This is an optimization exercise on Yosys and OpenROAD, whose aim is small area, a short achievable clock period and few clock cycles, not a production implementation.
Function was checked by simulation only, so behaviour that the tests miss may differ from the original.
Power figures rest on the tool's default switching activity, not on a simulated workload.

==> flow/config.mk <==
export PLATFORM = sky130hd
export DESIGN_NAME = udps_binstat
export DESIGN_NICKNAME = udps_binstat
export VERILOG_FILES = /design/flow/design.v
export SDC_FILE = /design/flow/constraint.sdc
export NUM_CORES = 4
export LEC_CHECK = 0
export CAP_MARGIN = 20
export CORE_MARGIN = 2
export CORE_UTILIZATION = 40
export PLACE_DENSITY = 0.6
export SLEW_MARGIN = 20
==> flow/constraint.sdc <==
create_clock -name core_clock -period 8.0 [get_ports {clk}]
set_input_delay 1.6000 -clock core_clock [delete_from_list [all_inputs] [get_ports {clk}]]
set_output_delay 1.6000 -clock core_clock [all_outputs]
set_load 0.01 [all_outputs]
==> flow/design.v <==
module udps_binstat (
    input  wire        clk,
    input  wire        rst,
    input  wire        s_valid,
    output wire        s_ready,
    input  wire [15:0] s_data,
    input  wire        s_last,
    output wire        r_valid,
    input  wire        r_ready,
    output reg  [63:0] r_min,
    output reg  [63:0] r_max,
    output wire [63:0] r_mean
);
    parameter K = 3;                      
    localparam N  = (53 + K - 1) / K;     
    localparam L  = N * K;                
    localparam EX = L - 53;               
    reg        acc_has;                   
    reg        acc_full;                  
    reg [15:0] mn, mx;
    reg [31:0] sum;
    reg [16:0] cnt;
    reg        busy;
    reg        nar;                       
    reg        rv;
    reg [16:0] rem;
    reg [L-1:0] y;                        
    reg [15:1] dv;                        
    reg [5:0]  it;
    reg [6:0]  eb;                        
    reg        qt;
    reg        zr;
    wire div_free = ~busy & (~rv | r_ready);
    wire load     = acc_full & div_free;
    assign s_ready = ~acc_full | div_free;
    assign r_valid = rv;
    wire s_fire = s_valid & s_ready;
    wire first  = ~acc_has;
    function [36:0] norm32(input [31:0] v);
        reg [31:0] x;
        reg [4:0]  z;
        begin
            x = v;
            z[4] = (x[31:16] == 16'd0); if (z[4]) x = x << 16;
            z[3] = (x[31:24] ==  8'd0); if (z[3]) x = x << 8;
            z[2] = (x[31:28] ==  4'd0); if (z[2]) x = x << 4;
            z[1] = (x[31:30] ==  2'd0); if (z[1]) x = x << 2;
            z[0] = ~x[31];              if (z[0]) x = x << 1;
            norm32 = {z, x};
        end
    endfunction
    function [21:0] norm17(input [16:0] v);
        reg [16:0] x;
        reg [4:0]  z;
        begin
            x = v;
            z[4] = (x[16:1]  == 16'd0); if (z[4]) x = x << 16;
            z[3] = (x[16:9]  ==  8'd0); if (z[3]) x = x << 8;
            z[2] = (x[16:13] ==  4'd0); if (z[2]) x = x << 4;
            z[1] = (x[16:15] ==  2'd0); if (z[1]) x = x << 2;
            z[0] = ~x[16];              if (z[0]) x = x << 1;
            norm17 = {z, x};
        end
    endfunction
    function [63:0] f64_of_u16(input [15:0] v);
        reg [15:0] x;
        reg [3:0]  z;
        begin
            x = v;
            z[3] = (x[15:8]  == 8'd0); if (z[3]) x = x << 8;
            z[2] = (x[15:12] == 4'd0); if (z[2]) x = x << 4;
            z[1] = (x[15:14] == 2'd0); if (z[1]) x = x << 2;
            z[0] = ~x[15];             if (z[0]) x = x << 1;
            if (!x[15])
                f64_of_u16 = 64'd0;
            else
                f64_of_u16 = {1'b0, 11'd1038 - {7'd0, z}, x[14:0], 37'd0};
        end
    endfunction
    wire [36:0] ns   = norm32(sum);
    wire [21:0] nc   = norm17(cnt);
    wire [4:0]  zs   = ns[36:32];                       
    wire [4:0]  zc   = nc[21:17];                       
    wire [31:0] sn   = ns[31:0];                        
    wire [16:0] cn   = nc[16:0];                        
    wire        qtop = (sn[31:15] >= cn);               
    wire        zero = ~sn[31];
    wire        fast = zero | (cn[15:0] == 16'd0);      
    wire        narw = (cn[10:1] == 10'd0);
    wire [6:0]  e7   = 7'd14 - {2'b00, zs} + {2'b00, zc};
    wire [6:0]  ex   = eb + {6'd0, qt};
    wire [10:0] bexp = zr ? 11'd0 : 11'd1023 + {{4{ex[6]}}, ex};
    wire [L+52:0] yq1 = {{L{1'b0}}, sn[15:0], 21'd0, cn[16:1]} << EX;
    wire [L+52:0] yq0 = {{L{1'b0}}, sn[14:0], 22'd0, cn[16:1]} << EX;
    function [16:0] sub16(input [15:0] a, input [15:0] b);
        reg [15:0] g, p, gg, pp, gn, pn;
        reg [16:0] c;
        integer i, d;
        begin
            g = a & ~b;
            p = ~(a ^ b);
            gg = g; pp = p;
            gg[0] = g[0] | p[0];
            for (d = 1; d < 16; d = d * 2) begin
                gn = gg; pn = pp;
                for (i = d; i < 16; i = i + 1) begin
                    gn[i] = gg[i] | (pp[i] & gg[i-d]);
                    pn[i] = pp[i] & pp[i-d];
                end
                gg = gn; pp = pn;
            end
            c = {gg, 1'b1};
            sub16 = {c[16], p ^ c[15:0]};
        end
    endfunction
    wire [16:0] tw  = sub16(rem[15:0], {1'b1, dv});
    wire        gw  = rem[16] | tw[16];
    wire [16:0] r_w = gw ? {tw[15:0], y[L-1]} : {rem[15:0], y[L-1]};
    wire [L-1:0] y_w = {y[L-2:0], gw};
    reg [16:0]  r_n;
    reg [L-1:0] y_n;
    reg [7:0]   tn;
    reg         ge;
    integer j;
    always @(*) begin
        r_n = rem;
        y_n = y;
        for (j = 0; j < K; j = j + 1) begin
            tn  = {1'b0, r_n[16:10]} - {3'b001, dv[15:11]};
            ge  = ~tn[7];
            r_n = ge ? {tn[5:0], r_n[9:0], y_n[L-1]} : {r_n[15:0], y_n[L-1]};
            y_n = {y_n[L-2:0], ge};
        end
    end
    wire tie;
    generate
        if (EX > 0) begin : g_ex
            assign tie = (rem == 17'd0) & (y[EX-1:0] == {EX{1'b0}});
        end else begin : g_noex
            assign tie = (rem == 17'd0);
        end
    endgenerate
    assign r_mean = {1'b0, bexp, y[L-2:L-52], y[L-53] & ~tie};
    always @(posedge clk) begin
        if (rst) begin
            acc_has  <= 1'b0;
            acc_full <= 1'b0;
            busy     <= 1'b0;
            rv       <= 1'b0;
        end else begin
            if (s_fire) begin
                acc_has  <= ~s_last;
                acc_full <= s_last;
            end else if (load) begin
                acc_full <= 1'b0;
            end
            if (load) begin
                busy <= ~fast;
                rv   <= fast;
            end else if (busy) begin
                if (it == 6'd0) begin
                    busy <= 1'b0;
                    rv   <= 1'b1;
                end
            end else if (r_ready) begin
                rv <= 1'b0;
            end
        end
    end
    always @(posedge clk) begin
        if (s_fire) begin
            if (first || s_data < mn) mn <= s_data;
            if (first || s_data > mx) mx <= s_data;
            sum <= (first ? 32'd0 : sum) + {16'd0, s_data};
            cnt <= first ? 17'd1 : cnt + 17'd1;
        end
        if (load) begin
            r_min <= f64_of_u16(mn);
            r_max <= f64_of_u16(mx);
            eb    <= e7;
            qt    <= qtop;
            zr    <= zero;
            nar   <= narw;
            dv    <= cn[15:1];
            it    <= narw ? N - 1 : L - 1;
            if (fast) begin
                rem <= 17'd0;
                y   <= {sn, {(L-32){1'b0}}};
            end else if (qtop) begin
                rem <= {1'b0, sn[31:16]};
                y   <= yq1[L-1:0];
            end else begin
                rem <= sn[31:15];
                y   <= yq0[L-1:0];
            end
        end else if (busy) begin
            rem <= nar ? r_n : r_w;
            y   <= nar ? y_n : y_w;
            it  <= it - 6'd1;
        end
    end
endmodule
==> flow/run.sh <==
#!/bin/bash
# synth_recipe.tcl (not shown) runs the flow's synth.tcl, then flattens the netlist and writes it again
# the make line also repeats each setting of config.mk as NAME=value (left out here)
make -C /OpenROAD-flow-scripts/flow DESIGN_CONFIG=/design/flow/config.mk WORK_HOME=/design/flow/orfs CLKGATE_MAP_FILE= SYNTH_SCRIPT=/design/flow/synth_recipe.tcl finish
==> impl_metrics.sql, run 1 <==
INSERT INTO impl_metrics (metric_group, metric, value, unit) VALUES
('worst_setup_path', 'critical_path_peak_fanout', '28', ''),
('yosys', 'synth_enable_flop_cells', '229', ''),
('yosys', 'yosysSeqAreaShare', '0.359', ''),
('status', 'status', 'complete, no violations', ''),
('power_and_ir_drop', 'leakagePower', '8.33', 'nW'),
('placed_design', 'hpwl', '40800', 'um'),
('cts', 'clock_path_buffers', '3', ''),
('yosys', 'dominantRegCellSynth', 'sky130_fd_sc_hd__edfxtp_1', ''),
('cts', 'postCtsSetupRepairBufs', '0', ''),
('timing', 'final_max_slew_viol_count', '0', ''),
('worst_setup_path', 'worst_path_max_delay_cell', 'sky130_fd_sc_hd__a2111oi_0', ''),
('floorplan', 'core_area', '47800', 'um^2'),
('routing', 'drtIter0Drc', '1615', ''),
('timing', 'slew_headroom', '0.270', ''),
('floorplan', 'die_width', '224', 'um'),
('cts', 'path_clk_slew', '70', 'ps'),
('floorplan', 'num_rows', '80', ''),
('layout', 'fill_cells', '4624', ''),
('routing', 'drt_first_pass_iters', '6', ''),
('timing', 'totalNegativeSetupSlack', '0', 'ps'),
('worst_setup_path', 'worstSetupPathType', 'reg -> reg', ''),
('worst_setup_path', 'crit_top_cell', 'sky130_fd_sc_hd__a2111oi_0', ''),
('routing', 'avgRoutedWirePerCell', '19.9', 'um'),
('global_routing', 'grtUsageTotal', '0.211', ''),
('flow_run', 'count_of_maximum_capacitance_violations', '0', ''),
('timing', 'finalHoldWorstSlack', '546', 'ps'),
('placed_design', 'placed_area', '20500', 'um^2'),
('floorplan', 'start_util', '0.405', ''),
('routing', 'detail_route.wirelength', '54700', 'um'),
('power_and_ir_drop', 'cellPowerDensity', '196', 'nW/um^2'),
('floorplan', 'die_area', '50300', 'um^2'),
('global_routing', 'grt_antenna_before_repair', '0', ''),
('timing', 'timing.final.crit_share', '0.912', ''),
('cts', 'cts.sink_count', '233', ''),
('cts', 'cts_tree', 'yes', ''),
('timing', 'worst_max_slew_pin_slew', '1090', 'ps'),
('routing', 'drt.antenna.violating_nets', '0', ''),
('layout', 'final_cell_area', '21500', 'um^2'),
('hold_path', 'hold_path.class', 'reg -> reg', ''),
('cts', 'clock_tree.root_cell', 'sky130_fd_sc_hd__clkbuf_16', ''),
('yosys', 'avgSynthCellArea', '9.25', 'um^2'),
('worst_setup_path', 'startpoint_kind_of_the_worst_setup_timing_path', 'flip-flop', ''),
('floorplan', 'ios', '215', ''),
('timing', 'rsz0062_at_grt', 'false', ''),
('worst_setup_path', 'critical_path.max_stage_delay', '720', 'ps'),
('timing', 'total_setup_violations_reported_at_the_end_of_the_flow', '0', ''),
('timing', 'clock_skew', '17.9', 'ps'),
('timing', 'hold_viol', '0', ''),
('layout', 'area_growth', '10.7', '%'),
('timing', 'max_freq', '137', 'MHz'),
('cts', 'htreeDepth', '1', ''),
('yosys', 'postSynthRegisterBits', '233', ''),
('worst_setup_path', 'required', '8380', 'ps'),
('routing', 'detail_route.drc_violations', '0', ''),
('yosys', 'synth_cells', '2097', ''),
('layout', 'layout-drive-gt1-share', '0.0679', ''),
('placed_design', 'placement.io_buffers', '137', ''),
('layout', 'finalNetCount', '2248', ''),
('cts', 'clk-insertion-delay-late', '560', 'ps'),
('power_and_ir_drop', 'power', '0.00421', 'W'),
('timing', 'final.min_clock_period', '7300', 'ps'),
('floorplan', 'die_y', '224', 'um'),
('cts', 'cts.hold.buffers_added', '0', ''),
('cts', 'number_of_gates_resized_after_cts', '0', ''),
('worst_setup_path', 'timing.critical_path.buf_inv', '3', ''),
('routing', 'total_via_count_after_detailed_routing', '15800', ''),
('yosys', 'ys.warnings.count', '1', ''),
('yosys', 'synthesis.area', '19400', 'um^2'),
('worst_setup_path', 'critical_path.endpoint_type', 'flip-flop', ''),
('global_routing', 'grt_pass1_wl', '85500', 'um'),
('global_routing', 'grt_pass1_vias', '15100', '');
## cell usage after synthesis (6+ instances only)
cell type / n / area [um^2]
sky130_fd_sc_hd__xnor2_1: 50 / 438
sky130_fd_sc_hd__nand2_1: 130 / 488
sky130_fd_sc_hd__a22o_1: 7 / 61.3
sky130_fd_sc_hd__o21a_1: 21 / 158
sky130_fd_sc_hd__and3_1: 17 / 106
sky130_fd_sc_hd__xor2_1: 20 / 175
sky130_fd_sc_hd__o221ai_1: 6 / 52.6
sky130_fd_sc_hd__o21bai_1: 7 / 52.6
sky130_fd_sc_hd__or4_1: 7 / 52.6
sky130_fd_sc_hd__buf_2: 28 / 140
sky130_fd_sc_hd__nor4_1: 23 / 144
sky130_fd_sc_hd__a31oi_1: 18 / 113
sky130_fd_sc_hd__a22oi_1: 9 / 67.6
sky130_fd_sc_hd__nand4_1: 14 / 87.6
sky130_fd_sc_hd__o211ai_1: 15 / 113
sky130_fd_sc_hd__a21o_1: 29 / 218
sky130_fd_sc_hd__o31ai_1: 10 / 75.1
sky130_fd_sc_hd__a211oi_1: 31 / 233
sky130_fd_sc_hd__nand2b_1: 12 / 75.1
sky130_fd_sc_hd__a221oi_1: 9 / 78.8
sky130_fd_sc_hd__nor3_1: 40 / 200
sky130_fd_sc_hd__inv_1: 113 / 424
sky130_fd_sc_hd__o21ai_1: 8 / 40.0
sky130_fd_sc_hd__a21boi_0: 14 / 105
sky130_fd_sc_hd__o22ai_1: 46 / 288
sky130_fd_sc_hd__nand3_1: 60 / 300
sky130_fd_sc_hd__o21ai_0: 119 / 596
sky130_fd_sc_hd__nor2b_1: 23 / 144
sky130_fd_sc_hd__buf_4: 140 / 1050
sky130_fd_sc_hd__a2111oi_0: 7 / 61.3
sky130_fd_sc_hd__or3_1: 22 / 138
sky130_fd_sc_hd__ha_1: 105 / 1310
sky130_fd_sc_hd__edfxtp_1: 229 / 6880
sky130_fd_sc_hd__mux2i_1: 144 / 1440
sky130_fd_sc_hd__clkbuf_1: 73 / 274
sky130_fd_sc_hd__fa_1: 6 / 120
sky130_fd_sc_hd__mux2_2: 30 / 338
sky130_fd_sc_hd__o2bb2ai_1: 11 / 96.3
sky130_fd_sc_hd__nor2_1: 147 / 552
sky130_fd_sc_hd__and2_1: 47 / 294
sky130_fd_sc_hd__a21oi_1: 132 / 661
## through the flow
stage / setup slack (ps) / util / cells
after CTS: 740 / 0.448 / 2751
after global routing: 65.6 / 0.449 / 2752
after detailed placement: 790 / 0.429 / 2701
after floorplan: 2060 / - / 2173
after global placement: 962 / 0.429 / 2701
final: 703 / 0.449 / 2752
## flip-flops by register name, indices dropped and copies added, names as in the netlist
name and flops:
r_max 23, busy 1, acc_has 1, qt 1, sum 32, zr 1, mn 16, rv 1
cnt 17, nar 1, r_min 23, mx 16, acc_full 1, y 54, dv 15, it 6
eb 7, rem 17
## worst register-to-register path: cells and delay by family (launching register included)
kind | cells | cell delay (ps)
buf+inv | 3 | 820
fa+ha+maj | 1 | 210
compound gates | 12 | 4410
mux | 1 | 300
flops | 1 | 520
simple gates | 2 | 860
## power by group
group | switching (W) | internal (W) | leakage [nW]
Clock | 0.000521 | 0.000745 | 0.431
Sequential | 0.000110 | 0.00147 | 2.21
Combinational | 0.000813 | 0.000549 | 5.69
Total | 0.00144 | 0.00277 | 8.33
## routing by layer
layer  wire length, um  GRT usage
met5                 0          0
met4              1460     0.0620
met3              3120     0.0268
met2             24300      0.323
met1             25800      0.311
## cell usage in the layout (no fill, tap or decap), drive strengths merged, types with 32 or more instances in the layout
master,Yosys,final
edfxtp,229,229
nor2,150,150
mux2i,144,144
clkdlybuf4s50,0,137
a21oi,132,132
o21ai,131,131
nand2,130,130
inv,118,119
ha,105,105
conb,1,77
nand3,61,61
xnor2,50,50
and2,48,48
o22ai,46,46
nor3,40,40
a211oi,32,32
## final cells by class
| cell class | instances | share of cell area |
|---|---|---|
| Clock buffer | 29 | 0.0318 |
| Timing Repair Buffer | 163 | 0.0739 |
| Tap cell | 615 | 0.0358 |
| Inverter | 120 | 0.0212 |
| Multi-Input combinational cell | 1571 | 0.503 |
| Clock inverter | 21 | 0.00985 |
| Sequential cell | 233 | 0.324 |
## logic make-up (layout without fill, tap and decap cells)
group,after synthesis,after routing,share of synthesized area
xor gates and xnor gates,70,70,0.0316
muxes,174,174,0.0917
adders and majority gates,111,111,0.0739
and+or+nand+nor,579,579,0.151
AOI/OAI and AO/OA,560,560,0.191
buffers and inverters,369,333,0.102
other,1,77,0.000193
DFF,233,233,0.359
## path summary, 6_finish.rpt
check                             start  depth (start not counted)  endpoint  slack [ps]
worst min register to register     busy                          1        rv         550
worst min-delay path               busy                          1        rv         550
worst max-delay path            sum[12]                         19     y[41]         700
worst max register to register  sum[12]                         19     y[41]         700
Testbench counts, summed over its fixed seeds: cycles 25,150.
==> run 2, diff against run 1 <==
--- a/flow/design.v
+++ b/flow/design.v
@@ -13,6 +13,6 @@
 );
-    parameter K = 3;                      
-    localparam N  = (53 + K - 1) / K;     
-    localparam L  = N * K;                
-    localparam EX = L - 53;               
+    parameter R = 2;                      
+    localparam K = 2 * R;                 
+    localparam N = (54 + K - 1) / K;      
+    localparam L = N * K;                 
     reg        acc_has;                   
@@ -23,11 +23,11 @@
     reg        busy;
+    reg        rv;
     reg        nar;                       
-    reg        rv;
-    reg [16:0] rem;
+    reg [16:0] rem;                       
     reg [L-1:0] y;                        
     reg [15:1] dv;                        
+    reg [7:0]  d3;                        
     reg [5:0]  it;
     reg [6:0]  eb;                        
-    reg        qt;
-    reg        zr;
+    reg        zr;                        
     wire div_free = ~busy & (~rv | r_ready);
@@ -79,17 +79,2 @@
     endfunction
-    wire [36:0] ns   = norm32(sum);
-    wire [21:0] nc   = norm17(cnt);
-    wire [4:0]  zs   = ns[36:32];                       
-    wire [4:0]  zc   = nc[21:17];                       
-    wire [31:0] sn   = ns[31:0];                        
-    wire [16:0] cn   = nc[16:0];                        
-    wire        qtop = (sn[31:15] >= cn);               
-    wire        zero = ~sn[31];
-    wire        fast = zero | (cn[15:0] == 16'd0);      
-    wire        narw = (cn[10:1] == 10'd0);
-    wire [6:0]  e7   = 7'd14 - {2'b00, zs} + {2'b00, zc};
-    wire [6:0]  ex   = eb + {6'd0, qt};
-    wire [10:0] bexp = zr ? 11'd0 : 11'd1023 + {{4{ex[6]}}, ex};
-    wire [L+52:0] yq1 = {{L{1'b0}}, sn[15:0], 21'd0, cn[16:1]} << EX;
-    wire [L+52:0] yq0 = {{L{1'b0}}, sn[14:0], 22'd0, cn[16:1]} << EX;
     function [16:0] sub16(input [15:0] a, input [15:0] b);
@@ -115,2 +100,11 @@
     endfunction
+    wire [36:0] ns   = norm32(sum);
+    wire [21:0] nc   = norm17(cnt);
+    wire [4:0]  zs   = ns[36:32];                       
+    wire [4:0]  zc   = nc[21:17];                       
+    wire [31:0] sn   = ns[31:0];
+    wire [16:0] cn   = nc[16:0];
+    wire        zero = ~sn[31];
+    wire        fast = zero | (cn[15:0] == 16'd0);      
+    wire        narw = (cn[10:1] == 10'd0);
     wire [16:0] tw  = sub16(rem[15:0], {1'b1, dv});
@@ -119,6 +113,8 @@
     wire [L-1:0] y_w = {y[L-2:0], gw};
+    wire [5:0]  dn = {1'b1, dv[15:11]};
     reg [16:0]  r_n;
     reg [L-1:0] y_n;
-    reg [7:0]   tn;
-    reg         ge;
+    reg [8:0]   t1, t2, t3;
+    reg         g1, g2, g3;
+    reg [5:0]   sel;
     integer j;
@@ -127,18 +123,33 @@
         y_n = y;
-        for (j = 0; j < K; j = j + 1) begin
-            tn  = {1'b0, r_n[16:10]} - {3'b001, dv[15:11]};
-            ge  = ~tn[7];
-            r_n = ge ? {tn[5:0], r_n[9:0], y_n[L-1]} : {r_n[15:0], y_n[L-1]};
-            y_n = {y_n[L-2:0], ge};
+        for (j = 0; j < R; j = j + 1) begin
+            t1  = {1'b0, r_n[16:9]} - {3'b000, dn};
+            t2  = {1'b0, r_n[16:9]} - {2'b00, dn, 1'b0};
+            t3  = {1'b0, r_n[16:9]} - {1'b0, d3};
+            g1  = ~t1[8];
+            g2  = ~t2[8];
+            g3  = ~t3[8];
+            sel = g3 ? t3[5:0] : g2 ? t2[5:0] : g1 ? t1[5:0] : r_n[14:9];
+            r_n = {sel, r_n[8:0], y_n[L-1:L-2]};
+            y_n = {y_n[L-3:0], g2, (g1 & ~g2) | g3};
         end
     end
-    wire tie;
+    wire [L-1:0] y_s  = nar ? y_n : y_w;
+    wire         q1   = y_s[K-1];
+    wire [16:0]  rc   = q1 ? {1'b1, dv, 1'b0} : {2'b01, dv};
+    wire         inj  = nar ? (it == N - 1) : (it == L - K);
+    wire [L+16:0] rcs = {{L{1'b0}}, rc} << (L - 54 + K);
+    wire [L-1:0] y_d  = inj ? (y_s | rcs[L-1:0]) : y_s;
+    wire         qh   = y[L-1];
+    wire [51:0]  frac = qh ? y[L-2:L-53] : y[L-3:L-54];
+    wire         tie;
     generate
-        if (EX > 0) begin : g_ex
-            assign tie = (rem == 17'd0) & (y[EX-1:0] == {EX{1'b0}});
+        if (L > 54) begin : g_ex
+            assign tie = (rem == 17'd0) & (y[L-55:0] == {(L-54){1'b0}}) & ~(qh & y[L-54]);
         end else begin : g_noex
-            assign tie = (rem == 17'd0);
+            assign tie = (rem == 17'd0) & ~(qh & y[L-54]);
         end
     endgenerate
-    assign r_mean = {1'b0, bexp, y[L-2:L-52], y[L-53] & ~tie};
+    wire [6:0]   ex   = eb + {6'd0, qh};
+    wire [10:0]  bexp = zr ? 11'd0 : 11'd1023 + {{4{ex[6]}}, ex};
+    assign r_mean = {1'b0, bexp, frac[51:1], frac[0] & ~tie};
     always @(posedge clk) begin
@@ -179,4 +190,3 @@
             r_max <= f64_of_u16(mx);
-            eb    <= e7;
-            qt    <= qtop;
+            eb    <= 7'd14 - {2'b00, zs} + {2'b00, zc};
             zr    <= zero;
@@ -184,2 +194,3 @@
             dv    <= cn[15:1];
+            d3    <= {2'b00, cn[16:11]} + {1'b0, cn[16:11], 1'b0};
             it    <= narw ? N - 1 : L - 1;
@@ -188,8 +199,5 @@
                 y   <= {sn, {(L-32){1'b0}}};
-            end else if (qtop) begin
+            end else begin
                 rem <= {1'b0, sn[31:16]};
-                y   <= yq1[L-1:0];
-            end else begin
-                rem <= sn[31:15];
-                y   <= yq0[L-1:0];
+                y   <= {sn[15:0], {(L-16){1'b0}}};
             end
@@ -197,3 +205,3 @@
             rem <= nar ? r_n : r_w;
-            y   <= nar ? y_n : y_w;
+            y   <= y_d;
             it  <= it - 6'd1;
==> run 2 against run 1 <==
  * Via count is 8.9% higher
  * First-iteration DRC count is 0.87% higher
  * Sequential power is 6% higher
  * Clock-buffer cell count is 8 higher
  * Clock skew is 0.82 ps lower
  * Synthesized area is 4.5% higher
  * Setup slack better by 1000 ps
  * Critical path type unchanged
  * Largest cell class unchanged
  * Largest power group unchanged
==> impl_metrics.sql, run 2 <==
INSERT INTO impl_metrics (metric_group, metric, value, unit) VALUES
('floorplan', 'ios', '215', ''),
('cts', 'clk-insertion-delay-late', '580', 'ps'),
('yosys', 'yosysSeqAreaShare', '0.355', ''),
('global_routing', 'grtUsageTotal', '0.224', ''),
('timing', 'finalHoldWorstSlack', '588', 'ps'),
('power_and_ir_drop', 'leakagePower', '8.83', 'nW'),
('global_routing', 'grt_antenna_before_repair', '0', ''),
('layout', 'layout.cells.most_common_list', 'sky130_fd_sc_hd__edfxtp_1 (237), sky130_fd_sc_hd__nand2_1 (186), sky130_fd_sc_hd__nor2_1 (171)', ''),
('yosys', 'synth_enable_flop_cells', '237', ''),
('timing', 'timing.final.crit_share', '0.786', ''),
('global_routing', 'gr-total-overflow', '0', ''),
('floorplan', 'die_y', '229', 'um'),
('worst_setup_path', 'critical_path.endpoint_type', 'flip-flop', ''),
('cts', 'postCtsSetupRepairBufs', '0', ''),
('placed_design', 'placement.io_buffers', '137', ''),
('yosys', 'ys.warnings.count', '1', ''),
('layout', 'antenna_cells_inserted', '0', ''),
('layout', 'area_growth', '13.0', '%'),
('yosys', 'cell_with_the_most_instances_after_synthesis', 'sky130_fd_sc_hd__edfxtp_1', ''),
('timing', 'rsz0062_at_grt', 'false', ''),
('flow_run', 'count_of_maximum_capacitance_violations', '0', ''),
('layout', 'largest_reg_flops', '56', ''),
('layout', 'finalNetCount', '2447', ''),
('floorplan', 'num_rows', '82', ''),
('floorplan', 'die_area', '52500', 'um^2'),
('routing', 'drt-vias-per-instance', '5.76', ''),
('timing', 'hold_viol', '0', ''),
('floorplan', 'core_area', '50100', 'um^2'),
('routing', 'drt_first_pass_iters', '5', ''),
('yosys', 'synth_cells', '2225', ''),
('routing', 'avgRoutedWirePerCell', '20.3', 'um'),
('worst_setup_path', 'startpoint_kind_of_the_worst_setup_timing_path', 'flip-flop', ''),
('layout', 'fill_cells', '4920', ''),
('global_routing', 'grt_pass1_vias', '16300', ''),
('routing', 'total_via_count_after_detailed_routing', '17200', ''),
('yosys', 'netlist_top_cells_count', 'sky130_fd_sc_hd__edfxtp_1 (237), sky130_fd_sc_hd__nand2_1 (186), sky130_fd_sc_hd__nor2_1 (171)', ''),
('floorplan', 'die_width', '229', 'um'),
('layout', 'final_common_cell', 'sky130_fd_sc_hd__edfxtp_1', ''),
('global_routing', 'grt_pass1_wl', '95100', 'um'),
('placed_design', 'post-place-cells', '2938', ''),
('timing', 'clock_skew', '17.0', 'ps'),
('worst_setup_path', 'worstSetupPathType', 'reg -> reg', ''),
('layout', 'layout-drive-gt1-share', '0.0858', ''),
('yosys', 'ys_async_sr_fraction', '0', ''),
('routing', 'drtIter0Drc', '1629', ''),
('timing', 'final.min_clock_period', '6290', 'ps'),
('placed_design', 'place.gp.congestion', '0.931', ''),
('hold_path', 'hold_path.class', 'reg -> reg', ''),
('timing', 'worst_max_slew_pin_slew', '1010', 'ps'),
('layout', 'final_cell_area', '22900', 'um^2'),
('cts', 'cts.sink_count', '241', ''),
('floorplan', 'start_util', '0.405', ''),
('yosys', 'synthesis.area', '20300', 'um^2'),
('worst_setup_path', 'critPathArrivalTime', '6590', 'ps'),
('worst_setup_path', 'required', '8300', 'ps'),
('worst_setup_path', 'critical_path_peak_fanout', '5', ''),
('power_and_ir_drop', 'cellPowerDensity', '200', 'nW/um^2'),
('cts', 'clock_path_buffers', '3', ''),
('placed_design', 'placed_area', '21900', 'um^2'),
('yosys', 'ys_top_cells_by_area', 'sky130_fd_sc_hd__edfxtp_1 (35%), sky130_fd_sc_hd__ha_1 (7.2%), sky130_fd_sc_hd__mux2i_1 (5.3%)', ''),
('timing', 'max_freq', '159', 'MHz'),
('cts', 'htreeDepth', '1', ''),
('global_routing', 'largest_net_degree_at_the_start_of_global_routing', '80', ''),
('yosys', 'dominantRegCellSynth', 'sky130_fd_sc_hd__edfxtp_1', ''),
('routing', 'detail_route.drc_violations', '0', ''),
('cts', 'cts_tree', 'yes', ''),
('layout', 'registers.top_by_ff_count', 'y', ''),
('layout', 'post_layout_nonfiller_instances', '2992', ''),
('yosys', 'postSynthRegisterBits', '241', ''),
('cts', 'cts.hold.buffers_added', '0', ''),
('routing', 'drt.antenna.violating_nets', '0', ''),
('cts', 'number_of_gates_resized_after_cts', '0', ''),
('timing', 'slew_headroom', '0.311', ''),
('yosys', 'synth_largest_area_cell', 'sky130_fd_sc_hd__edfxtp_1', ''),
('timing', 'total_setup_violations_reported_at_the_end_of_the_flow', '0', ''),
('timing', 'final_max_slew_viol_count', '0', ''),
('yosys', 'yosysTopAreaCellShare', '0.351', ''),
('placed_design', 'hpwl', '45300', 'um'),
('routing', 'detail_route.wirelength', '60700', 'um'),
('layout', 'biggestRegsByFlops', 'y: 56 flops, sum: 32 flops', ''),
('cts', 'cts_buffers', '29', ''),
('timing', 'totalNegativeSetupSlack', '0', 'ps'),
('yosys', 'yosys.cell_types.count', '93', ''),
('status', 'status', 'complete, no violations', ''),
('power_and_ir_drop', 'max_rail_drop_vdd', '150', 'uV'),
('cts', 'clock_tree.root_cell', 'sky130_fd_sc_hd__clkbuf_16', ''),
('yosys', 'avgSynthCellArea', '9.11', 'um^2'),
('cts', 'path_clk_slew', '60', 'ps');
run 2: cell types whose count changed after synthesis, moves of 19 or more:
cell	change
sky130_fd_sc_hd__nor2_1	+24
sky130_fd_sc_hd__xor2_1	+21
sky130_fd_sc_hd__clkbuf_1	+19
sky130_fd_sc_hd__and2_1	-20
sky130_fd_sc_hd__mux2_2	+49
sky130_fd_sc_hd__a21oi_1	+26
sky130_fd_sc_hd__buf_4	-55
sky130_fd_sc_hd__o21ai_0	+23
sky130_fd_sc_hd__mux2i_1	-36
sky130_fd_sc_hd__nand2_1	+56
run 2: worst max-delay path: stages (launching register included):
cell                        delay (ps)
sky130_fd_sc_hd__edfxtp_1          430
sky130_fd_sc_hd__inv_1             130
sky130_fd_sc_hd__ha_1              260
sky130_fd_sc_hd__fa_1              260
sky130_fd_sc_hd__nor2b_1            80
sky130_fd_sc_hd__o31a_1            260
sky130_fd_sc_hd__o21ai_0           450
sky130_fd_sc_hd__nand2_1           230
sky130_fd_sc_hd__a22o_1            290
sky130_fd_sc_hd__mux2i_1           490
sky130_fd_sc_hd__ha_1              380
sky130_fd_sc_hd__nor2b_1           140
sky130_fd_sc_hd__o21a_1            180
sky130_fd_sc_hd__o21ai_0           310
sky130_fd_sc_hd__nand2b_1          160
sky130_fd_sc_hd__a211oi_1          600
sky130_fd_sc_hd__o21bai_1          300
sky130_fd_sc_hd__mux2_2            330
sky130_fd_sc_hd__a2111oi_0         590
sky130_fd_sc_hd__o31ai_1           140
run 2: cell families after synthesis:
family          Yosys count  share of synthesized area
compound gates          601                      0.192
buf+inv                 323                     0.0767
fa+ha+maj               126                     0.0815
simple gates            654                      0.156
xor+xnor                 88                     0.0380
flops                   241                      0.355
other cells               1                   0.000185
mux                     191                      0.101
run 2: stage by stage:
stage	total power, W	setup WS [ps]	util
2_1_floorplan	0.00278	2480	-
3_3_place_gp	0.00324	1900	0.438
3_5_place_dp	0.00325	1880	0.438
4_1_cts	0.00459	1850	0.457
5_1_grt	0.00482	1280	0.458
6_report	0.00457	1710	0.458
run 2: final timing paths:
kind           from  endpoint  slack (ps)  cells after the start
max          rem[9]   rem[15]        1710                     19
min              rv        rv         590                      2
max reg2reg  rem[9]   rem[15]        1710                     19
min reg2reg      rv        rv         590                      2
run 2: final cells by class:
| cell class | instances | area [um^2] | share of cell area |
|---|---|---|---|
| clock buffers | 37 | 766 | 0.0334 |
| inverters | 124 | 470 | 0.0205 |
| well taps | 672 | 841 | 0.0367 |
| repair buffers | 167 | 1610 | 0.0705 |
| multi-input cells | 1737 | 11900 | 0.518 |
| clock inverters | 14 | 156 | 0.00683 |
| flip-flops and latches | 241 | 7200 | 0.314 |
run 2: per-layer routing:
| metal | wire length, um | share of wire | GRT usage | up-vias |
|---|---|---|---|---|
| met5 | 0 | 0 | 0 | - |
| met4 | 1190 | 0.020 | 0.0526 | 0 |
| met3 | 4430 | 0.073 | 0.0293 | 73 |
| met2 | 26500 | 0.44 | 0.339 | 675 |
| met1 | 28600 | 0.47 | 0.336 | 8280 |
| li1 | - | - | - | 8200 |
run 2: power breakdown:
part           total, W  switching (W)  internal [W]  leakage, nW
clock           0.00132       0.000554      0.000769        0.451
combinational   0.00157       0.000915      0.000655         6.10
sequential      0.00168       0.000140       0.00154         2.28
Testbench counts of run 2, summed over its fixed seeds: cycles 21,538.
==> run 3, diff against run 2 <==
--- a/flow/design.v
+++ b/flow/design.v
@@ -29,3 +29,5 @@
     reg [7:0]  d3;                        
-    reg [5:0]  it;
+    reg [5:0]  it;                        
+    reg [2:0]  ph;                        
+    reg [K-2:0] qs;                       
     reg [6:0]  eb;                        
@@ -109,6 +111,23 @@
     wire        narw = (cn[10:1] == 10'd0);
+    wire        yb  = y[L - 1 - ph];
     wire [16:0] tw  = sub16(rem[15:0], {1'b1, dv});
     wire        gw  = rem[16] | tw[16];
-    wire [16:0] r_w = gw ? {tw[15:0], y[L-1]} : {rem[15:0], y[L-1]};
-    wire [L-1:0] y_w = {y[L-2:0], gw};
+    wire [16:0] r_w = gw ? {tw[15:0], yb} : {rem[15:0], yb};
+    wire        gend = nar | (ph == K - 1);
+    wire [L-1:0] y_w = {y[L-K-1:0], qs, gw};
+    function ge8(input [7:0] a, input [7:0] b);
+        reg [7:0] gt, eq;
+        reg gt10, eq10, gt32, eq32, gt54, eq54, gt76, eq76, gt30, eq30, gt74, eq74;
+        begin
+            gt = a & ~b;
+            eq = ~(a ^ b);
+            gt10 = gt[1] | eq[1] & gt[0];  eq10 = eq[1] & eq[0];
+            gt32 = gt[3] | eq[3] & gt[2];  eq32 = eq[3] & eq[2];
+            gt54 = gt[5] | eq[5] & gt[4];  eq54 = eq[5] & eq[4];
+            gt76 = gt[7] | eq[7] & gt[6];  eq76 = eq[7] & eq[6];
+            gt30 = gt32 | eq32 & gt10;     eq30 = eq32 & eq10;
+            gt74 = gt76 | eq76 & gt54;     eq74 = eq76 & eq54;
+            ge8  = gt74 | eq74 & (gt30 | eq30);
+        end
+    endfunction
     wire [5:0]  dn = {1'b1, dv[15:11]};
@@ -116,3 +135,3 @@
     reg [L-1:0] y_n;
-    reg [8:0]   t1, t2, t3;
+    reg [7:0]   u, t1, t2, t3;
     reg         g1, g2, g3;
@@ -124,9 +143,10 @@
         for (j = 0; j < R; j = j + 1) begin
-            t1  = {1'b0, r_n[16:9]} - {3'b000, dn};
-            t2  = {1'b0, r_n[16:9]} - {2'b00, dn, 1'b0};
-            t3  = {1'b0, r_n[16:9]} - {1'b0, d3};
-            g1  = ~t1[8];
-            g2  = ~t2[8];
-            g3  = ~t3[8];
-            sel = g3 ? t3[5:0] : g2 ? t2[5:0] : g1 ? t1[5:0] : r_n[14:9];
+            u   = r_n[16:9];
+            g1  = ge8(u, {2'b00, dn});
+            g2  = ge8(u, {1'b0, dn, 1'b0});
+            g3  = ge8(u, d3);
+            t1  = u - {2'b00, dn};
+            t2  = u - {1'b0, dn, 1'b0};
+            t3  = u - d3;
+            sel = g3 ? t3[5:0] : g2 ? t2[5:0] : g1 ? t1[5:0] : u[5:0];
             r_n = {sel, r_n[8:0], y_n[L-1:L-2]};
@@ -138,3 +158,3 @@
     wire [16:0]  rc   = q1 ? {1'b1, dv, 1'b0} : {2'b01, dv};
-    wire         inj  = nar ? (it == N - 1) : (it == L - K);
+    wire         inj  = gend & (it == N - 1);
     wire [L+16:0] rcs = {{L{1'b0}}, rc} << (L - 54 + K);
@@ -143,13 +163,5 @@
     wire [51:0]  frac = qh ? y[L-2:L-53] : y[L-3:L-54];
-    wire         tie;
-    generate
-        if (L > 54) begin : g_ex
-            assign tie = (rem == 17'd0) & (y[L-55:0] == {(L-54){1'b0}}) & ~(qh & y[L-54]);
-        end else begin : g_noex
-            assign tie = (rem == 17'd0) & ~(qh & y[L-54]);
-        end
-    endgenerate
     wire [6:0]   ex   = eb + {6'd0, qh};
     wire [10:0]  bexp = zr ? 11'd0 : 11'd1023 + {{4{ex[6]}}, ex};
-    assign r_mean = {1'b0, bexp, frac[51:1], frac[0] & ~tie};
+    assign r_mean = {1'b0, bexp, frac};
     always @(posedge clk) begin
@@ -171,3 +183,3 @@
             end else if (busy) begin
-                if (it == 6'd0) begin
+                if (gend && it == 6'd0) begin
                     busy <= 1'b0;
@@ -195,3 +207,4 @@
             d3    <= {2'b00, cn[16:11]} + {1'b0, cn[16:11], 1'b0};
-            it    <= narw ? N - 1 : L - 1;
+            it    <= N - 1;
+            ph    <= 3'd0;
             if (fast) begin
@@ -205,4 +218,10 @@
             rem <= nar ? r_n : r_w;
-            y   <= y_d;
-            it  <= it - 6'd1;
+            qs  <= {qs, gw};
+            if (gend) begin
+                y  <= y_d;
+                it <= it - 6'd1;
+                ph <= 3'd0;
+            end else begin
+                ph <= ph + 3'd1;
+            end
         end
--- a/flow/config.mk
+++ b/flow/config.mk
@@ -11,2 +11,3 @@
 export PLACE_DENSITY = 0.6
+export SETUP_SLACK_MARGIN = 2.5
 export SLEW_MARGIN = 20
==> run 3 against run 2 <==
  * Still clean
  * Flip-flop and latch count increased by 6
  * Synthesized area is 2.3% lower
  * Die area is 2.2% lower
  * Routed wire length decreased by 7.8%
  * Via count down 5.9%
  * Register-to-register slack better by 1100 ps
  * Setup slack better by 1100 ps
  * Hold slack got worse by 130 ps
  * Critical path type unchanged
  * Highest routed layer unchanged
==> impl_metrics.sql, run 3 <==
INSERT INTO impl_metrics (metric_group, metric, value, unit) VALUES
('layout', 'area_growth', '13.0', '%'),
('hold_path', 'hold_path.class', 'reg -> reg', ''),
('worst_setup_path', 'cp-startpoint', 'dv[12]', ''),
('floorplan', 'die_y', '227', 'um'),
('yosys', 'postSynthRegisterBits', '247', ''),
('yosys', 'ys_async_sr_fraction', '0', ''),
('global_routing', 'grt_antenna_before_repair', '0', ''),
('layout', 'largest_reg_flops', '56', ''),
('timing', 'hold_viol', '0', ''),
('timing', 'rsz0062_at_grt', 'true', ''),
('global_routing', 'grtUsageTotal', '0.215', ''),
('yosys', 'ys.warnings.count', '1', ''),
('yosys', 'yosysTopAreaCellShare', '0.355', ''),
('timing', 'final.min_clock_period', '5150', 'ps'),
('worst_setup_path', 'critical_path_peak_fanout', '10', ''),
('worst_setup_path', 'required', '8310', 'ps'),
('cts', 'clock_path_buffers', '3', ''),
('routing', 'detail_route.wirelength', '56000', 'um'),
('global_routing', 'gr-total-overflow', '0', ''),
('status', 'status', 'complete, no violations', ''),
('timing', 'max_freq', '194', 'MHz'),
('routing', 'drt_first_pass_iters', '6', ''),
('floorplan', 'die_area', '51300', 'um^2'),
('layout', 'final_cell_area', '22400', 'um^2'),
('cts', 'cts_buffers', '30', ''),
('routing', 'drt-vias-per-instance', '5.59', ''),
('hold_path', 'holdCritStartpoint', 'qs[1]', ''),
('timing', 'finalHoldWorstSlack', '463', 'ps'),
('layout', 'registers.top_by_ff_count', 'y', ''),
('placed_design', 'hpwl', '42000', 'um'),
('cts', 'cts_tree', 'yes', ''),
('worst_setup_path', 'critPathArrivalTime', '5460', 'ps'),
('layout', 'finalNetCount', '2371', ''),
('layout', 'layout-drive-gt1-share', '0.0875', ''),
('floorplan', 'start_util', '0.405', ''),
('routing', 'drt.antenna.violating_nets', '0', ''),
('floorplan', 'die_width', '227', 'um'),
('placed_design', 'placement.io_buffers', '137', ''),
('yosys', 'dominantRegCellSynth', 'sky130_fd_sc_hd__edfxtp_1', ''),
('yosys', 'synthesis.area', '19800', 'um^2'),
('timing', 'slew_headroom', '0.317', ''),
('yosys', 'synth_largest_area_cell', 'sky130_fd_sc_hd__edfxtp_1', ''),
('global_routing', 'grt_pass1_vias', '15300', ''),
('timing', 'worst_max_slew_pin_slew', '1020', 'ps'),
('routing', 'detail_route.drc_violations', '0', ''),
('routing', 'avgRoutedWirePerCell', '19.3', 'um'),
('cts', 'cts.sink_count', '247', ''),
('layout', 'final_common_cell', 'sky130_fd_sc_hd__edfxtp_1', ''),
('worst_setup_path', 'startpoint_kind_of_the_worst_setup_timing_path', 'flip-flop', ''),
('cts', 'htreeDepth', '1', ''),
('yosys', 'cell_with_the_most_instances_after_synthesis', 'sky130_fd_sc_hd__edfxtp_1', ''),
('routing', 'total_via_count_after_detailed_routing', '16200', ''),
('floorplan', 'core_area', '49000', 'um^2'),
('yosys', 'synth_enable_flop_cells', '234', ''),
('flow_run', 'count_of_maximum_capacitance_violations', '0', ''),
('cts', 'clock_tree.root_cell', 'sky130_fd_sc_hd__clkbuf_16', ''),
('cts', 'cts.hold.buffers_added', '0', ''),
('worst_setup_path', 'crit-reg2reg-launch', 'dv[12]', ''),
('timing', 'totalNegativeSetupSlack', '0', 'ps'),
('timing', 'timing.final.crit_share', '0.644', ''),
('power_and_ir_drop', 'cellPowerDensity', '240', 'nW/um^2'),
('cts', 'path_clk_slew', '60', 'ps'),
('power_and_ir_drop', 'max_rail_drop_vdd', '137', 'uV'),
('routing', 'drtIter0Drc', '1568', ''),
('worst_setup_path', 'critical_path.endpoint_type', 'flip-flop', ''),
('yosys', 'yosys.cell_types.count', '100', ''),
('timing', 'final_max_slew_viol_count', '0', ''),
('timing', 'total_setup_violations_reported_at_the_end_of_the_flow', '0', ''),
('floorplan', 'ios', '215', ''),
('cts', 'clk-insertion-delay-late', '580', 'ps'),
('layout', 'antenna_cells_inserted', '0', ''),
('placed_design', 'place.gp.congestion', '0.911', ''),
('placed_design', 'placed_area', '21400', 'um^2'),
('floorplan', 'num_rows', '81', ''),
('global_routing', 'largest_net_degree_at_the_start_of_global_routing', '80', ''),
('yosys', 'ys_top_cells_by_area', 'sky130_fd_sc_hd__edfxtp_1 (35%), sky130_fd_sc_hd__ha_1 (7.7%), sky130_fd_sc_hd__a21oi_1 (4.2%)', ''),
('layout', 'layout.cells.most_common_list', 'sky130_fd_sc_hd__edfxtp_1 (234), sky130_fd_sc_hd__nand2_1 (184), sky130_fd_sc_hd__a21oi_1 (167)', ''),
('yosys', 'netlist_top_cells_count', 'sky130_fd_sc_hd__edfxtp_1 (234), sky130_fd_sc_hd__nand2_1 (187), sky130_fd_sc_hd__a21oi_1 (167)', ''),
('yosys', 'yosysSeqAreaShare', '0.368', ''),
('worst_setup_path', 'worstSetupPathType', 'reg -> reg', ''),
('timing', 'clock_skew', '29.3', 'ps'),
('yosys', 'synth_cells', '2145', ''),
('layout', 'biggestRegsByFlops', 'y: 56 flops, sum: 32 flops', ''),
('yosys', 'avgSynthCellArea', '9.24', 'um^2'),
('power_and_ir_drop', 'leakagePower', '8.83', 'nW'),
('global_routing', 'grt_pass1_wl', '87700', 'um');
run 3: worst max-delay path: stages (launching register included):
cell and delay [ps]:
sky130_fd_sc_hd__edfxtp_1 510, sky130_fd_sc_hd__inv_1 270, sky130_fd_sc_hd__ha_1 340, sky130_fd_sc_hd__a21o_1 190, sky130_fd_sc_hd__a21o_1 170, sky130_fd_sc_hd__a21o_1 180
sky130_fd_sc_hd__o21ai_0 270, sky130_fd_sc_hd__buf_4 230, sky130_fd_sc_hd__mux2_2 340, sky130_fd_sc_hd__o21ai_0 490, sky130_fd_sc_hd__ha_1 390, sky130_fd_sc_hd__a21oi_1 170
sky130_fd_sc_hd__o21ai_0 110, sky130_fd_sc_hd__a21oi_1 570, sky130_fd_sc_hd__or3_1 210, sky130_fd_sc_hd__o21ai_0 70, sky130_fd_sc_hd__or3_1 360
run 3: logic make-up after synthesis:
group                    count (synthesis)  share of synthesized area
AO/OA/AOI/OAI                          589                      0.190
XOR/XNOR                                97                     0.0429
adder cells (fa/ha/maj)                132                     0.0871
buffers and inverters                  318                     0.0800
flip-flops                             247                      0.368
multiplexers                           140                     0.0763
other                                    1                   0.000189
AND/OR/NAND/NOR                        621                      0.156
run 3: final cells by class:
class	instances	area [um^2]
clock buffers	42	837
inverters	124	474
repair buffers	159	1540
clock inverters	11	133
fillers	4663	26600
flip-flops and latches	247	7290
multi-input cells	1656	11300
well taps	664	831
run 3: path summary, 6_finish.rpt:
path | end | slack, ps | depth (start not counted)
max | rem[14] | 2850 | 16
min | qs[2] | 460 | 0
max reg2reg | rem[14] | 2850 | 16
min reg2reg | qs[2] | 460 | 0
run 3: power breakdown:
| group | switching, W | internal, W |
|---|---|---|
| Sequential | 0.000152 | 0.00160 |
| Clock | 0.000552 | 0.000819 |
| Combinational | 0.00131 | 0.000939 |
run 3: through the flow:
| step | setup slack (ps) | total power (W) | cells | util |
|---|---|---|---|---|
| 2_1_floorplan | 2760 | 0.00341 | 2221 | - |
| 3_3_place_gp | 2690 | 0.00398 | 2849 | 0.437 |
| 3_5_place_dp | 2630 | 0.00401 | 2850 | 0.437 |
| 4_1_cts | 2630 | 0.00539 | 2903 | 0.457 |
| 5_1_grt | 2490 | 0.00571 | 2903 | 0.458 |
| 6_report | 2850 | 0.00538 | 2903 | 0.458 |
run 3: timing repair:
item                       4_1_cts  5_1_grt
buffers inserted                 0        0
resized for setup                0        6
setup endpoints to repair        0       17
run 3: metal layers:
layer  vias up  global-route usage  share of wire
met5         -                   0              0
met4         0              0.0416          0.017
met3        70              0.0227          0.053
met2       491               0.339           0.45
met1      7801               0.319           0.48
li1       7853                   -              -
Testbench counts of run 3, summed over its fixed seeds: cycles 21,538.

==> what the ideal ports hide <==
The results above use ideal ports. As a check the final layouts listed here were re-extracted and re-timed, cells and wires unchanged.
Step 1 (the two cells are an assumption about what drives the block):
set clk [get_ports {clk}]
set_driving_cell -lib_cell sky130_fd_sc_hd__clkbuf_16 $clk
set_driving_cell -lib_cell sky130_fd_sc_hd__buf_2 [delete_from_list [all_inputs] $clk]
Step 2 times the ports against the registers' clock, not the clock port: input delays grow and output delays shrink by t, the midpoint of the rising clock arrivals with the driver on.
a / b / c = no drivers / after step 1 / after step 2; a / b = the first two.
| run | shift t [ns] | setup WS [ns] | worst register clock-pin slew, ns | worst slew at a driven data input, ns | cell pins on the clock port's net |
|---|---|---|---|---|---|
| run 1 | 0.611 | 0.703 / 0.703 / 0.703 | 0.07 / 0.07 | 0.03 | 1 |
| run 2 | 0.627 | 1.711 / 1.711 / 1.711 | 0.07 / 0.07 | 0.04 | 1 |
| run 3 | 0.622 | 2.851 / 2.851 / 2.610 | 0.07 / 0.07 | 0.04 | 1 |
After both steps setup and hold are still met in every run listed. The setup slack of run 3, which loses most, moves by 0.000 ns with the drivers and by -0.241 ns with both steps.
